This design comes from an exercise in tuning for small area, a short achievable clock period and few clock cycles per item on the open sky130 flow, not from production work.
Where RTL was checked, it was by simulation tests only, not by an equivalence proof against the original.
Power and IR drop assume default switching activity.

Setup of raven:
==> flow/design.v (excerpt) <==
module eo_pktcipher (
    input  wire       clk,
    input  wire       rst,
    input  wire       start,
    input  wire       dec,
    input  wire [7:0] key,
    input  wire [6:0] len,
    output wire       ready,
    input  wire       in_valid,
    input  wire [7:0] in_byte,
    output wire       in_ready,
    output reg        out_valid,
    output reg  [7:0] out_byte
);
Settings: LEC_CHECK=0, CAP_MARGIN=20, CORE_MARGIN=2, CORE_UTILIZATION=60, PLACE_DENSITY=0.72, SLEW_MARGIN=20; clock period 15.0 ns.
standard.sh (not shown) runs the stock make flow with config.mk's settings and CLKGATE_MAP_FILE= SYNTH_SCRIPT=/design/flow/synth_recipe.tcl, a recipe that flattens the netlist after the stock synthesis.
==> flow/flow/run.sh <==
#!/bin/bash
# Layout flow: the standard ORFS flow (standard synthesis included), with
#  - the port buffers inserted at placement made buf_4 cells instead of the
#    default pick, and
#  - clock tree synthesis without dummy load cells, and with sink clusters
#    of up to 25 registers within 70 um.
# Each tool's output goes to the ORFS logs under orfs/logs/; make's own output
# is kept in flow_make.log.
set -euo pipefail
export BUFFER_PORTS_ARGS="-buffer_cell sky130_fd_sc_hd__buf_4"
export CTS_ARGS="-sink_clustering_enable -repair_clock_nets -dont_use_dummy_load -sink_clustering_size 25 -sink_clustering_max_diameter 70"
bash standard.sh > flow_make.log 2>&1
raven was carried through to the last stage, and its layout satisfied the timing, design-rule and antenna checks.
Testbench counts of raven, summed over its fixed seeds: cycles 45,969, bytes 34,425.
## Diff of input files: quartz against raven
--- a/flow/design.v
+++ b/flow/design.v
@@ -213,20 +213,22 @@
             t1 = up ? ffs8(fwd)  : fls8(fwd);
             t2 = up ? ffs8(bwd)  : fls8(bwd);
             gs = t1[3] ? t1[2:0] : t2[3] ? t2[2:0] : gp;
             search1 = {t0, gs, (m[5:3] == gs)};
         end
     endfunction
     reg [7:0]  mem [0:63];
     reg [63:0] flg;
     reg       rst_q;
     reg       ready_r, in_ready_r;
+    reg       ready_n, in_ready_n;   
+    reg       ready_d, in_ready_d;
     reg       acc_q, xv_q;
     reg [7:0] key_q, byte_q;
     reg [6:0] len_q;
     reg       dec_q;
     assign ready    = ready_r;
     assign in_ready = in_ready_r;
     reg        ld_v;             
     reg [6:0]  ld_base, ld_n, ld_cnt;
     reg        ld_dec, ld_byp, ld_b0ff;
     reg [6:0]  wptr;             
@@ -243,59 +245,66 @@
     reg [6:0]  o_end;
     reg [5:0]  o_bm1;
     reg [6:0]  fp;               
     wire [6:0] b_eff   = acc_q ? wptr  : ld_base;
     wire [6:0] n_eff   = acc_q ? len_q : ld_n;
     wire       dec_eff = acc_q ? dec_q : ld_dec;
     wire [6:0] t_eff   = acc_q ? 7'd0  : (ld_cnt + {6'd0, xv_q});    
     wire [6:0] rem     = n_eff - t_eff;                              
     wire       rem_gt1 = (rem > 7'd1);
     wire       rem_gt0 = (rem != 7'd0);
-    reg  [6:0] rbq, rwq;
-    wire [6:0] rb      = acc_q ? rwq : rbq;
+    reg  [6:0] rb;
+    wire [6:0] wfp     = wptr - fp;
     wire [6:0] s_cur   = rb + t_eff;
-    wire [6:0] s_nxt   = rb + t_eff + 7'd1;
     wire [6:0] s_end   = rb + n_eff - 7'd1;
     wire       ok_cur  = dec_eff ? (t_eff == 7'd0 ? !rb[6] : !s_end[6]) : !s_cur[6];
-    wire       ok_nxt  = dec_eff ? !s_end[6] : !s_nxt[6];
-    wire       ok_new  = !rwq[6];
+    wire       ok_nxt  = dec_eff ? !s_end[6] : !s_cur[6] && (s_cur[5:0] != 6'h3f);
+    wire       ok_new  = !wfp[6];
     wire       ld_done = ld_v && (ld_cnt == ld_n);
     wire       pop     = pd_v && (o_rem == 7'd0);
     wire       ld_mv   = ld_done && (!pd_v || pop);
     wire       ld_v_d  = acc_q || (ld_v && !ld_mv);
     wire       pd_v_d  = ld_mv || (pd_v && !pop);
     wire       room    = !(ld_v_d && pd_v_d) && !rst_q;
-    wire       acc_now  = start && ready_r;
-    wire       xfer_now = in_valid && in_ready_r;
+    wire       acc_now  = start && !ready_n;
+    wire       xfer_now = in_valid && !in_ready_n;
     always @(posedge clk) begin
         key_q  <= key;
         len_q  <= len;
         dec_q  <= dec;
         byte_q <= in_byte;
         rst_q  <= rst;
-        rbq    <= b_eff - fp;
-        rwq    <= wptr - fp;
+        rb     <= acc_now ? wfp : b_eff - fp;
+        ready_r    <= ready_d;
+        ready_n    <= !ready_d;
+        in_ready_r <= in_ready_d;
+        in_ready_n <= !in_ready_d;
         if (rst) begin
-            ready_r    <= 1'b1;
-            in_ready_r <= 1'b0;
             acc_q      <= 1'b0;
             xv_q       <= 1'b0;
         end else begin
             acc_q <= acc_now;
             xv_q  <= xfer_now;
+        end
+    end
+    always @* begin
+        if (rst) begin
+            ready_d    = 1'b1;
+            in_ready_d = 1'b0;
+        end else begin
             if (acc_now)
-                in_ready_r <= ok_new && !rst_q;
+                in_ready_d = ok_new && !rst_q;
             else if (xfer_now)
-                in_ready_r <= rem_gt1 && ok_nxt;
+                in_ready_d = rem_gt1 && ok_nxt;
             else
-                in_ready_r <= rem_gt0 && ok_cur && !rst_q;
-            ready_r <= !acc_now && room && !rem_gt1 && !(rem_gt0 && !xfer_now);
+                in_ready_d = rem_gt0 && ok_cur && !rst_q;
+            ready_d = !acc_now && room && !rem_gt1 && !(rem_gt0 && !xfer_now);
         end
     end
     wire [5:0] whalf  = ld_cnt[6:1];
     wire [5:0] woff   = !ld_dec ? ld_cnt[5:0] :
                         ld_cnt[0] ? ld_n[5:0] - 6'd1 - whalf : whalf;
     wire [5:0] wslot  = ld_base[5:0] + woff;
     wire [7:0] bx     = byte_q ^ {ld_dec, 7'd0};
     wire [7:0] prod   = bx * {p_inv, 1'b1};
     wire [7:0] kodd = key_q[0] ? key_q :
                       key_q[1] ? {1'd0, key_q[7:1]} :
@@ -435,33 +444,36 @@
         s3_xu   <= xu;
         s3_xd   <= xd;
         s3_swp  <= s2_swp;
         s3_flip <= s2_flip;
         if (rst_q)
             s3_v <= 1'b0;
         else
             s3_v <= s2_v;
     end
     reg        s4_v, s4_flip;
-    reg [5:0]  s4_rd, s4_rdn;    
+    reg [5:0]  s4_rd;            
     wire [5:0] rd3 = s3_swp ? (s3_xu + s3_xd - s3_p) : s3_p;
     always @(posedge clk) begin
         s4_rd   <= rd3;
-        s4_rdn  <= ~rd3;
         s4_flip <= s3_flip;
         if (rst_q)
             s4_v <= 1'b0;
         else
             s4_v <= s3_v;
     end
-    wire [7:0] rd_lo = mem[s4_rd];
-    wire [7:0] rd_hi = mem[~s4_rdn];
+    reg  [7:0] rd;
+    integer    ri;
+    always @* begin
+        rd = 8'd0;
+        for (ri = 0; ri < 64; ri = ri + 1)
+            rd = rd | (mem[ri] & {8{s4_rd == ri[5:0]}});
+    end
     reg  [7:0] s5_byte;
     reg        s5_v;
     always @(posedge clk) begin
-        s5_byte[3:0] <= rd_lo[3:0];
-        s5_byte[7:4] <= rd_hi[7:4] ^ {s4_flip, 3'd0};
+        s5_byte      <= rd ^ {s4_flip, 7'd0};
         s5_v         <= s4_v && !rst && !rst_q;
         out_byte     <= s5_byte;
         out_valid    <= s5_v && !rst;
     end
 endmodule
Results
Going from raven to quartz, the gate count of the mapped netlist was found to have gone up by about 6%. Measured against quartz, the met2 wire length of raven comes out at 0.807 times the reference value. Number of DRC violations after detailed-routing iteration 0 came out higher on quartz than on raven. NOTE clock power raven->quartz increased by a few percent. raven → quartz: die boundary height lower, routed wire length rose by about 26%, sequential share of layout area +0.49 points, layout overhead on the synthesized area now sits higher, via count grew by about 11%. Compared with raven, placement density in the core of quartz is higher.
Testbench counts of quartz, summed over its fixed seeds: cycles 45,969, bytes 34,425.


Setup of blue:
RTL: one of the versions met above, not the one the previous note started from.
Size: roughly 39000 um^2 of cells after synthesis.
clock: 15.0 ns
lec_check: 0
cap_margin: 20
core_margin: 2
core_utilization: 60
place_density: 0.72
slew_margin: 20
==> flow/flow/run.sh <==
#!/bin/bash
# Layout flow: the standard ORFS flow (standard synthesis included), with
#  - the port buffers inserted at placement made buf_4 cells instead of the
#    default pick, and
#  - clock tree synthesis without dummy load cells, and with sink clusters
#    of up to 30 registers within 80 um.
# Each tool's output goes to the ORFS logs under orfs/logs/; make's own output
# is kept in flow_make.log.
set -euo pipefail
export BUFFER_PORTS_ARGS="-buffer_cell sky130_fd_sc_hd__buf_4"
export CTS_ARGS="-sink_clustering_enable -repair_clock_nets -dont_use_dummy_load -sink_clustering_size 30 -sink_clustering_max_diameter 80"
bash standard.sh > flow_make.log 2>&1
Testbench counts of blue, summed over its fixed seeds: cycles 45,969, bytes 34,425.
Input-level comparison between purple and blue:
diff --git a/flow/design.v b/flow/design.v
--- a/flow/design.v
+++ b/flow/design.v
@@ -216,16 +216,14 @@
             search1 = {t0, gs, (m[5:3] == gs)};
         end
     endfunction
     reg [7:0]  mem [0:63];
     reg [63:0] flg;
     reg       rst_q;
     reg       ready_r, in_ready_r;
-    reg       ready_n, in_ready_n;   
-    reg       ready_d, in_ready_d;
     reg       acc_q, xv_q;
     reg [7:0] key_q, byte_q;
     reg [6:0] len_q;
     reg       dec_q;
     assign ready    = ready_r;
     assign in_ready = in_ready_r;
     reg        ld_v;             
@@ -248,60 +246,53 @@
     wire [6:0] b_eff   = acc_q ? wptr  : ld_base;
     wire [6:0] n_eff   = acc_q ? len_q : ld_n;
     wire       dec_eff = acc_q ? dec_q : ld_dec;
     wire [6:0] t_eff   = acc_q ? 7'd0  : (ld_cnt + {6'd0, xv_q});    
     wire [6:0] rem     = n_eff - t_eff;                              
     wire       rem_gt1 = (rem > 7'd1);
     wire       rem_gt0 = (rem != 7'd0);
-    reg  [6:0] rb;
-    wire [6:0] wfp     = wptr - fp;
+    reg  [6:0] rbq, rwq;
+    wire [6:0] rb      = acc_q ? rwq : rbq;
     wire [6:0] s_cur   = rb + t_eff;
+    wire [6:0] s_nxt   = rb + t_eff + 7'd1;
     wire [6:0] s_end   = rb + n_eff - 7'd1;
     wire       ok_cur  = dec_eff ? (t_eff == 7'd0 ? !rb[6] : !s_end[6]) : !s_cur[6];
-    wire       ok_nxt  = dec_eff ? !s_end[6] : !s_cur[6] && (s_cur[5:0] != 6'h3f);
-    wire       ok_new  = !wfp[6];
+    wire       ok_nxt  = dec_eff ? !s_end[6] : !s_nxt[6];
+    wire       ok_new  = !rwq[6];
     wire       ld_done = ld_v && (ld_cnt == ld_n);
     wire       pop     = pd_v && (o_rem == 7'd0);
     wire       ld_mv   = ld_done && (!pd_v || pop);
     wire       ld_v_d  = acc_q || (ld_v && !ld_mv);
     wire       pd_v_d  = ld_mv || (pd_v && !pop);
     wire       room    = !(ld_v_d && pd_v_d) && !rst_q;
-    wire       acc_now  = start && !ready_n;
-    wire       xfer_now = in_valid && !in_ready_n;
+    wire       acc_now  = start && ready_r;
+    wire       xfer_now = in_valid && in_ready_r;
     always @(posedge clk) begin
         key_q  <= key;
         len_q  <= len;
         dec_q  <= dec;
         byte_q <= in_byte;
         rst_q  <= rst;
-        rb     <= acc_now ? wfp : b_eff - fp;
-        ready_r    <= ready_d;
-        ready_n    <= !ready_d;
-        in_ready_r <= in_ready_d;
-        in_ready_n <= !in_ready_d;
+        rbq    <= b_eff - fp;
+        rwq    <= wptr - fp;
         if (rst) begin
+            ready_r    <= 1'b1;
+            in_ready_r <= 1'b0;
             acc_q      <= 1'b0;
             xv_q       <= 1'b0;
         end else begin
             acc_q <= acc_now;
             xv_q  <= xfer_now;
-        end
-    end
-    always @* begin
-        if (rst) begin
-            ready_d    = 1'b1;
-            in_ready_d = 1'b0;
-        end else begin
             if (acc_now)
-                in_ready_d = ok_new && !rst_q;
+                in_ready_r <= ok_new && !rst_q;
             else if (xfer_now)
-                in_ready_d = rem_gt1 && ok_nxt;
+                in_ready_r <= rem_gt1 && ok_nxt;
             else
-                in_ready_d = rem_gt0 && ok_cur && !rst_q;
-            ready_d = !acc_now && room && !rem_gt1 && !(rem_gt0 && !xfer_now);
+                in_ready_r <= rem_gt0 && ok_cur && !rst_q;
+            ready_r <= !acc_now && room && !rem_gt1 && !(rem_gt0 && !xfer_now);
         end
     end
     wire [5:0] whalf  = ld_cnt[6:1];
     wire [5:0] woff   = !ld_dec ? ld_cnt[5:0] :
                         ld_cnt[0] ? ld_n[5:0] - 6'd1 - whalf : whalf;
     wire [5:0] wslot  = ld_base[5:0] + woff;
     wire [7:0] bx     = byte_q ^ {ld_dec, 7'd0};
@@ -447,33 +438,30 @@
         s3_flip <= s2_flip;
         if (rst_q)
             s3_v <= 1'b0;
         else
             s3_v <= s2_v;
     end
     reg        s4_v, s4_flip;
-    reg [5:0]  s4_rd;            
+    reg [5:0]  s4_rd, s4_rdn;    
     wire [5:0] rd3 = s3_swp ? (s3_xu + s3_xd - s3_p) : s3_p;
     always @(posedge clk) begin
         s4_rd   <= rd3;
+        s4_rdn  <= ~rd3;
         s4_flip <= s3_flip;
         if (rst_q)
             s4_v <= 1'b0;
         else
             s4_v <= s3_v;
     end
-    reg  [7:0] rd;
-    integer    ri;
-    always @* begin
-        rd = 8'd0;
-        for (ri = 0; ri < 64; ri = ri + 1)
-            rd = rd | (mem[ri] & {8{s4_rd == ri[5:0]}});
-    end
+    wire [7:0] rd_lo = mem[s4_rd];
+    wire [7:0] rd_hi = mem[~s4_rdn];
     reg  [7:0] s5_byte;
     reg        s5_v;
     always @(posedge clk) begin
-        s5_byte      <= rd ^ {s4_flip, 7'd0};
+        s5_byte[3:0] <= rd_lo[3:0];
+        s5_byte[7:4] <= rd_hi[7:4] ^ {s4_flip, 3'd0};
         s5_v         <= s4_v && !rst && !rst_q;
         out_byte     <= s5_byte;
         out_valid    <= s5_v && !rst;
     end
 endmodule
### Flow results
Number of antenna cells inserted for purple: 1 down relative to blue
Taking blue as 1.0, purple lands at 0.843 on wire length of the first global-routing pass.
Final-layout non-clock buffer area share in purple is 1.2 points lower than in blue
Total wire length for purple is lower than for blue.
Summary — count of sequential standard cells, purple relative to blue: higher, by 11.
blue ended up with more cell instances than purple did.
Testbench counts of purple, summed over its fixed seeds: cycles 45,969, bytes 34,425.


eo_pktcipher, a different RTL version from the one above (not shown whole).
Size: about 3100 cells after synthesis, ~830 flip-flops, about 39 I/O pins, roughly 0.039 sq mm of cells after synthesis.
Settings: LEC_CHECK=0, CAP_MARGIN=20, CORE_MARGIN=2, CORE_UTILIZATION=60, PLACE_DENSITY=0.72, SLEW_MARGIN=20; clock period 15.0 ns.
Scripts as last shown in full above: flow/flow/run.sh
Testbench counts at the start, summed over its fixed seeds: cycles 45,615, bytes 34,425.
Change:
--- a/flow/design.v
+++ b/flow/design.v
@@ -238,46 +238,47 @@
     reg [6:0]  pd_base, pd_n;
     reg        pd_dec, pd_byp;
     reg [6:0]  o_rem, o_plo;
     reg [5:0]  o_phi;
     reg        o_tog, o_inter, o_swap;
     reg [6:0]  o_end;
     reg [5:0]  o_bm1;
     reg [6:0]  fp;               
-    wire [6:0] fp_d;
     wire [6:0] b_eff   = acc_q ? wptr  : ld_base;
     wire [6:0] n_eff   = acc_q ? len_q : ld_n;
     wire       dec_eff = acc_q ? dec_q : ld_dec;
     wire [6:0] t_eff   = acc_q ? 7'd0  : (ld_cnt + {6'd0, xv_q});    
     wire [6:0] rem     = n_eff - t_eff;                              
     wire       rem_gt1 = (rem > 7'd1);
     wire       rem_gt0 = (rem != 7'd0);
-    reg  [6:0] rb;
-    wire [6:0] wfp     = wptr - fp;
+    reg  [6:0] rbq, rwq;
+    wire [6:0] rb      = acc_q ? rwq : rbq;
     wire [6:0] s_cur   = rb + t_eff;
+    wire [6:0] s_nxt   = rb + t_eff + 7'd1;
     wire [6:0] s_end   = rb + n_eff - 7'd1;
     wire       ok_cur  = dec_eff ? (t_eff == 7'd0 ? !rb[6] : !s_end[6]) : !s_cur[6];
-    wire       ok_nxt  = dec_eff ? !s_end[6] : !s_cur[6] && (s_cur[5:0] != 6'h3f);
-    wire       ok_new  = !wfp[6];
+    wire       ok_nxt  = dec_eff ? !s_end[6] : !s_nxt[6];
+    wire       ok_new  = !rwq[6];
     wire       ld_done = ld_v && (ld_cnt == ld_n);
     wire       pop     = pd_v && (o_rem == 7'd0);
     wire       ld_mv   = ld_done && (!pd_v || pop);
     wire       ld_v_d  = acc_q || (ld_v && !ld_mv);
     wire       pd_v_d  = ld_mv || (pd_v && !pop);
     wire       room    = !(ld_v_d && pd_v_d) && !rst_q;
     wire       acc_now  = start && ready_r;
     wire       xfer_now = in_valid && in_ready_r;
     always @(posedge clk) begin
         key_q  <= key;
         len_q  <= len;
         dec_q  <= dec;
         byte_q <= in_byte;
         rst_q  <= rst;
-        rb     <= (acc_now ? wptr : b_eff) - fp_d;
+        rbq    <= b_eff - fp;
+        rwq    <= wptr - fp;
         if (rst) begin
             ready_r    <= 1'b1;
             in_ready_r <= 1'b0;
             acc_q      <= 1'b0;
             xv_q       <= 1'b0;
         end else begin
             acc_q <= acc_now;
             xv_q  <= xfer_now;
@@ -359,22 +360,26 @@
             end
         end
     end
     reg        s1_v;
     reg [5:0]  s1_p;
     wire       o_hi   = o_inter && o_tog;
     wire       o_idle = (o_rem == 7'd0);
     wire       flo = o_swap && flg[o_plo[5:0]];
-    assign fp_d = rst_q                   ? 7'd0 :
-                  !o_idle && o_rem == 7'd1 ? o_end :
-                  !o_idle && !o_hi && !flo ? o_plo :
-                  o_idle && pop && pd_n == 7'd1 ? pd_base + 7'd1 : fp;
     always @(posedge clk) begin
-        fp <= fp_d;
+        if (rst_q)
+            fp <= 7'd0;
+        else if (!o_idle) begin
+            if (o_rem == 7'd1)
+                fp <= o_end;
+            else if (!o_hi && !flo)
+                fp <= o_plo;
+        end else if (pop && pd_n == 7'd1)
+            fp <= pd_base + 7'd1;
         if (rst_q) begin
             o_rem <= 7'd0;
             s1_v  <= 1'b0;
         end else if (!o_idle) begin
             s1_v    <= 1'b1;
             s1_p    <= o_hi ? o_phi : o_plo[5:0];
             if (o_hi)
                 o_phi <= o_phi - 6'd1;
=>
- worst setup slack gets better by 590 ps
- power barely changes
- worst hold slack gains 6.0 ps
- final area climbs by about 0.5%
- routed wire length decreases by about 5%
- sequential power rises by about 3%
- count of clock-buffer cells in the layout does not change
- clock skew drops by 20 ps
- die area goes up by 0.72%
- synthesized area is higher by about 0.7%
- via count shrinks by about 0.6%
- non-clock buffer count goes down by 14
No functional check of the RTL was part of the second run of this note.

## port drivers added, routing unchanged
In the flow no input, the clock included, has a driving cell. The finished layouts below were timed again as built, in two steps. Step 1 sets driving cells, clkbuf_16 on the clock port and buf_2 on the other inputs (assumed; they add their load-dependent delay and slew). Step 2 adds t to the input delays and takes it off the output delays; t is the mean of the earliest and latest rising clock arrival at the registers after step 1. Input paths then give back, and output paths get back, about the clock's delay inside the block. Slacks: ideal / step 1 / step 2; pairs: ideal / step 1.
run	t (ns)	setup WS [ns]	latest minus earliest clock arrival (ns)	cell pins on the clock port's net
raven	0.661	10.865 / 10.800 / 10.769	0.112 / 0.113	1
quartz	0.688	10.869 / 10.803 / 10.625	0.114 / 0.114	1
blue	0.651	10.905 / 10.837 / 10.648	0.105 / 0.105	1
purple	0.649	10.897 / 10.829 / 10.716	0.072 / 0.072	1
the first run of note 3	0.668	10.307 / 10.349 / 9.681	0.087 / 0.087	1
the second run of note 3	0.676	10.899 / 10.832 / 11.199	0.085 / 0.086	1
After both steps every run listed still meets setup and hold. For the first run of note 3, which loses most, drivers alone change the setup slack by +0.042 ns; drivers and shift together by -0.626 ns.
